This design comes from an exercise in tuning for small area, a short achievable clock period and few clock cycles per item on the open sky130 flow, not from production work. Only simulation tests tie the RTL to the original design; equivalence was not proved. Power figures rest on the tool's default switching activity, not on a simulated workload.

$ cat design/flow/config.mk
export PLATFORM = sky130hd
export DESIGN_NAME = rbs_rx
export DESIGN_NICKNAME = rbs_rx
export VERILOG_FILES = /design/flow/design.v
export SDC_FILE = /design/flow/constraint.sdc
export NUM_CORES = 4
export LEC_CHECK = 0
export CAP_MARGIN = 20
export CORE_MARGIN = 2
export CORE_UTILIZATION = 40
export PLACE_DENSITY = 0.6
export SLEW_MARGIN = 20
export SYNTH_MEMORY_MAX_BITS = 8192
$ cat design/flow/constraint.sdc
create_clock -name core_clock -period 10.0 [get_ports {clk}]
set_input_delay 2.0000 -clock core_clock [delete_from_list [all_inputs] [get_ports {clk}]]
set_output_delay 2.0000 -clock core_clock [all_outputs]
set_load 0.01 [all_outputs]
$ cat design/flow/design.v
module rbs_rx (
    input  wire       clk,
    input  wire       rst,         
    input  wire [7:0] my_addr,     
    input  wire       rx_valid,
    input  wire [7:0] rx_data,
    output wire       rx_ready,
    output wire       rd_valid,
    output wire [7:0] rd_data,
    input  wire       rd_ready,
    output reg        evt_valid,
    output reg  [2:0] evt_kind,
    output reg  [7:0] evt_src,
    output reg  [7:0] evt_seq,
    output reg  [7:0] evt_len
);
    localparam [7:0] TYPE_DATA = 8'h01;
    localparam [7:0] TYPE_ACK  = 8'h02;
    localparam [7:0] CRC_POLY  = 8'h8C;    
    localparam [7:0] CRC_INIT  = 8'h00;
    localparam [2:0] S_IDLE = 3'd0, S_LEN = 3'd1, S_DST = 3'd2, S_SRC = 3'd3,
                     S_SEQ  = 3'd4, S_PAY = 3'd5, S_CHK = 3'd6, S_COPY = 3'd7;
    localparam [2:0] EV_DATA = 3'd0, EV_DUP = 3'd1, EV_ACK = 3'd2,
                     EV_CRC  = 3'd3, EV_IGN = 3'd4;
    function [7:0] crc8_upd(input [7:0] c, input [7:0] b);
        integer i;
        reg [7:0] x;
        begin
            x = c ^ b;
            for (i = 0; i < 8; i = i + 1)
                x = x[0] ? ((x >> 1) ^ CRC_POLY) : (x >> 1);
            crc8_upd = x;
        end
    endfunction
    reg [2:0] st;
    reg       esc_skip;      
    reg [7:0] crc;
    reg [7:0] f_type, f_len, f_dst, f_src, f_seq;
    reg [7:0] idx;
    reg [7:0] pay [0:127];
    reg [7:0] ls_seq [0:255];
    reg [255:0] ls_vld;
    reg [7:0] rb [0:255];
    reg [7:0] head, tail;
    reg [7:0] cp_idx;        
    reg [7:0] cp_cnt;        
    assign rx_ready = (st != S_COPY);
    wire   rx_take  = rx_valid && rx_ready;
    wire   is_fill  = (rx_data == 8'h00) || (rx_data == 8'hFF);
    wire   lbyte    = rx_take && !esc_skip;    
    wire [7:0] b    = rx_data;
    wire [7:0] crc_next = crc8_upd(crc, b);
    assign rd_valid = (head != tail);
    assign rd_data  = rb[tail];
    wire   rd_take  = rd_valid && rd_ready;
    wire [7:0] used   = head - tail;
    wire [7:0] room   = 8'd255 - used;
    wire       dup    = ls_vld[f_src] && (ls_seq[f_src] == f_seq);
    wire [7:0] n_copy = (f_len < room) ? f_len : room;
    always @(posedge clk) begin
        if (rst) begin
            st        <= S_IDLE;
            esc_skip  <= 1'b0;
            ls_vld    <= 256'd0;
            head      <= 8'd0;
            tail      <= 8'd0;
            evt_valid <= 1'b0;
        end else begin
            evt_valid <= 1'b0;
            if (rd_take)
                tail <= tail + 8'd1;
            if (rx_take)
                esc_skip <= esc_skip ? 1'b0 : is_fill;
            if (lbyte) begin
                case (st)
                    S_IDLE: begin
                        f_type <= b;
                        crc    <= crc8_upd(CRC_INIT, b);
                        st     <= S_LEN;
                    end
                    S_LEN: begin
                        f_len <= (b > 8'd128) ? 8'd128 : b;
                        crc   <= crc_next;
                        st    <= S_DST;
                    end
                    S_DST: begin
                        f_dst <= b;
                        crc   <= crc_next;
                        st    <= S_SRC;
                    end
                    S_SRC: begin
                        f_src <= b;
                        crc   <= crc_next;
                        st    <= S_SEQ;
                    end
                    S_SEQ: begin
                        f_seq <= b;
                        crc   <= crc_next;
                        idx   <= 8'd0;
                        st    <= (f_len == 8'd0) ? S_CHK : S_PAY;
                    end
                    S_PAY: begin
                        pay[idx[6:0]] <= b;
                        crc <= crc_next;
                        idx <= idx + 8'd1;
                        if (idx + 8'd1 == f_len)
                            st <= S_CHK;
                    end
                    S_CHK: begin
                        st        <= S_IDLE;
                        evt_valid <= 1'b1;
                        evt_src   <= f_src;
                        evt_seq   <= f_seq;
                        evt_len   <= 8'd0;
                        if (b != crc) begin
                            evt_kind <= EV_CRC;
                        end else if (f_dst != my_addr) begin
                            evt_kind <= EV_IGN;
                        end else if (f_type == TYPE_DATA) begin
                            if (dup) begin
                                evt_kind <= EV_DUP;
                            end else begin
                                evt_kind        <= EV_DATA;
                                evt_len         <= n_copy;
                                ls_vld[f_src]   <= 1'b1;
                                ls_seq[f_src]   <= f_seq;
                                cp_idx          <= 8'd0;
                                cp_cnt          <= n_copy;
                                if (n_copy != 8'd0)
                                    st <= S_COPY;
                            end
                        end else if (f_type == TYPE_ACK) begin
                            evt_kind <= EV_ACK;
                        end else begin
                            evt_kind <= EV_IGN;
                        end
                    end
                    default: ;
                endcase
            end
            if (st == S_COPY) begin
                rb[head] <= pay[cp_idx[6:0]];
                head     <= head + 8'd1;
                cp_idx   <= cp_idx + 8'd1;
                if (cp_idx + 8'd1 == cp_cnt)
                    st <= S_IDLE;
            end
        end
    end
endmodule
$ cat design/flow/run.sh
#!/bin/bash
# synth_recipe.tcl (not shown) runs the flow's synth.tcl, then flattens the netlist and writes it again
# the make line also repeats each setting of config.mk as NAME=value (left out here)
make -C /OpenROAD-flow-scripts/flow DESIGN_CONFIG=/design/flow/config.mk WORK_HOME=/design/flow/orfs CLKGATE_MAP_FILE= SYNTH_SCRIPT=/design/flow/synth_recipe.tcl finish
==> metrics.md <==
| Metric | Value |
|---|---|
| CORE AREA | between 0.5 and 0.6 mm^2 |
| Area grow syn2layout | 13.3% |
| Most common cell in the netlist | edfxtp_1 |
| Nets | around 11000 |
| Crit. End Element | output pin |
| Synth area leader | edfxtp_1 |
| Sequential share of the synthesized area | 0.753 |
| FFs w/ async S/R, synth | 0 |
| DRT Wirelength | between 500000 and 600000 um |
| Final setup fails | 0 |
| Routed vias/inst | 5.84 |
| Final RePlAce weighted congestion | roughly 0.85 |
| Part of the cycle the worst path needs | 0.771 |
| Crit path kind | register to output pin |
| Hold Worst Slack | between 400 and 500 ps |
| Placed insts | roughly 17000 |
| CTS tree | built |
| Yosys cell types | 76 |
| Highest routed layer | met5 |
| Main synth FF type | edfxtp_1 |
| Crit path arrival time | between 5000 and 6000 ps |
| Synthesis Warnings | 1 |
| CP Cell Sequence | buf_4 -> mux4_2 -> mux4_2 -> mux4_2 -> mux4_2 -> clkdlybuf4s50_1 |
| Most Frequent Cell on Critical Path | mux4_2 |
| Leading cell types by count after synthesis | 5219 x edfxtp_1, 1577 x mux4_2, 499 x nor2_1 |
| Initial core utilization | 0.402 |
| TNS Setup | 0 ps |
| Total gr overflow | 0 |
| Leakage | 72.6 nW |
| Vias in the first global route | about 110k |
| DR vias | about 110k |
| Max Buffers Root-to-Sink | 4 |
| Num ports | 58 |
| Max Clock Skew | roughly 100 ps |
| Finished Layout Cells | approximately 18000 |
| Synth Cell Area | ~0.22 mm^2 |
| Syn_area_per_cell | 20.9 um^2 |
| Buf+Inv Stages, Crit Path | 2 |
| Hold_buf cts | 0 |
| Clock root cell | clkbuf_16 |
| Synth top area cells | edfxtp_1 73%, mux4_2 16%, dfxtp_1 2.8%, nor2_1 0.87%, nor3_1 0.68% |
| CP delay by family, top | multiplexers |
| Die area | 0.546 mm^2 |
| RSZ-0062 raised after global routing | false |
| Top cell type's share of synthesized area | 0.725 |
| Port Buffers | 57 |
| Worst vdd ir | 0.185 mV |
| Global-route wire length before repair | between 800000 and 900000 um |
| Crit path launch type | register |
| Cell Pwr Density | approximately 190 mW/mm^2 |
| Largest net degree at the start of global routing | approximately 190 |
| Pre-antenna DRT Iters | 6 |
| Initial antenna violation count | 16 |
| #FFs+latches synth | 5519 |
| Clock sinks | around 5500 |
| Max incr delay on CP | 880 ps |
| Actual slew at the worst max-slew pin | ~1200 ps |
| Max Freq | roughly 130 MHz |
| CTS resizes | 0 |
| WL/cell | between 30 and 40 um |
| Slew Limit Headroom | 0.194 |
| Post-route ant nets | 0 |
| Std cell rows | roughly 270 |
| Clock-pin slew on the worst setup and hold paths | 60 ps |
| Num CTS Buffers | between 500 and 600 |
| Number of synthesized flops with an enable pin | around 5200 |
| Run status | finished clean |
| HPWL after detailed placement | roughly 330000 um |
| # DRC | 0 |
| Minimum clock period | ~7700 ps |
| H-tree depth | 6 |
| Max Slew Vio Count | 0 |
| Worst Path Max Fanout | 45 |
| Cells after Synth | a little over 10000 |
| Post-Syn Nets | slightly above 10000 |
| Share of cells above drive strength 1 | 0.267 |
| Worst-Skew Late Latency | about 1100 ps |
| Die W | 739 um |
| Drt initial violations | between 10000 and 15000 |
| Met1 Wirelength | around 230000 um |
| Max Cap Viol | 0 |
| Required time of the worst setup path | 8000 ps |
| Fin. Hold Viols | 0 |
| Min-delay worst type | register to register |
| Final Util | 0.455 |
| Met2 wire length | around 270000 um |
| Slowest CP cell | dfxtp_4 |
| Met3 wire len | between 40000 and 50000 um |
| Number of setup buffers added after CTS | 0 |
| Die Ht | roughly 740 um |
| GRT Total Usage | 0.199 |
-- routing by layer --
layer,vias to the layer above,track usage
met5,-,0
li1,43330,-
met1,57209,0.282
met4,2,0.0537
met2,4859,0.321
met3,849,0.0341
-- layout make-up --
cell class / count / area (um^2)
repair buffers: 292 / 2790
flip-flops and latches: 5519 / 163000
multi-input cells: 3919 / 50800
fillers: 44259 / 293000
inverters: 243 / 912
clock inverters: 299 / 3140
clock buffers: 741 / 15400
well taps: 7181 / 8980
diodes: 5 / 12.5
-- metrics by stage --
step	setup WS [ps]	area, um^2	total power (W)
2_1_floorplan	4330	216000	0.0257
3_3_place_gp	2790	225000	0.0259
3_5_place_dp	2740	225000	0.0259
4_1_cts	2090	244000	0.0469
5_1_grt	2060	245000	0.0478
6_report	2290	245000	0.0466
-- tightest hold or removal path: stages (launching register included) --
cell and delay [ps]:
dfxtp_1 310, inv_1 50, o32ai_1 50
-- sequential cells by signal (all words and copies together), names as in the netlist, 256 cells and up, named ones only --
signal  cells
ls_seq   2048
ls_vld    256
pay      1024
rb       2048
-- layout by cell type, fill, tap and decap left out, types with 65 or more instances in the layout --
cell type,count
edfxtp_1,5219
mux4_2,1577
clkbuf_16,590
nor2_1,493
dfxtp_1,284
inv_1,238
nand2_1,235
nor3_2,199
buf_4,197
o22ai_1,196
clkbuf_1,142
mux2i_1,132
clkinv_1,114
nor3_1,94
a22oi_1,85
nand2b_1,78
clkinv_2,70
xnor2_1,65
nand3_1,65
-- final timing paths --
kind / slack (ps) / cells after the start / startpoint / end
setup reg to reg: 2580 / 15 / register / ls_seq[147][2]
hold reg to reg: 460 / 2 / ls_vld[6] / ls_vld[6]
setup / recovery: 2290 / 6 / register / rd_data[4]
hold / removal: 460 / 2 / ls_vld[6] / ls_vld[6]
-- kinds of logic after synthesis --
logic type / after synthesis / synth area share
flip-flops: 5519 / 0.753
AO/OA/AOI/OAI: 612 / 0.0195
AND/OR/NAND/NOR: 1402 / 0.0303
multiplexers: 1758 / 0.173
buffers and inverters: 891 / 0.0178
adder cells (fa/ha/maj): 27 / 0.00160
XOR/XNOR: 120 / 0.00486
-- where the power goes --
part / switching, W / internal (W) / total, W
sequential: 0.0000196 / 0.0250 / 0.0250
clock: 0.00898 / 0.0122 / 0.0211
combinational: 0.000298 / 0.000146 / 0.000445
Testbench counts, summed over its fixed seeds: cycles 111,686, frames 960.

port drivers added, routing unchanged:
The results above use ideal ports. As a check the final layout listed here was re-extracted and re-timed, cells and wires unchanged. Step 1 (the two cells are an assumption about what drives the block):
set clk [get_ports {clk}]
set_driving_cell -lib_cell sky130_fd_sc_hd__clkbuf_16 $clk
set_driving_cell -lib_cell sky130_fd_sc_hd__buf_2 [delete_from_list [all_inputs] $clk]
Step 2 adds t to the input delays and takes it off the output delays; t is the mean of the earliest and latest rising clock arrival at the registers after step 1. Input paths then give back, and output paths get back, about the clock's delay inside the block. Slacks: ideal ports / drivers / drivers and shift; pairs: ideal ports / drivers.
shift t [ns]: 1.139
setup slack, ns: 2.291 / 2.171 / 2.580
worst register clock-pin slew, ns: 0.07 / 0.07
After both steps this run still meets setup and hold. The setup slack of this run moves by -0.120 ns with the drivers and by +0.289 ns with both steps.
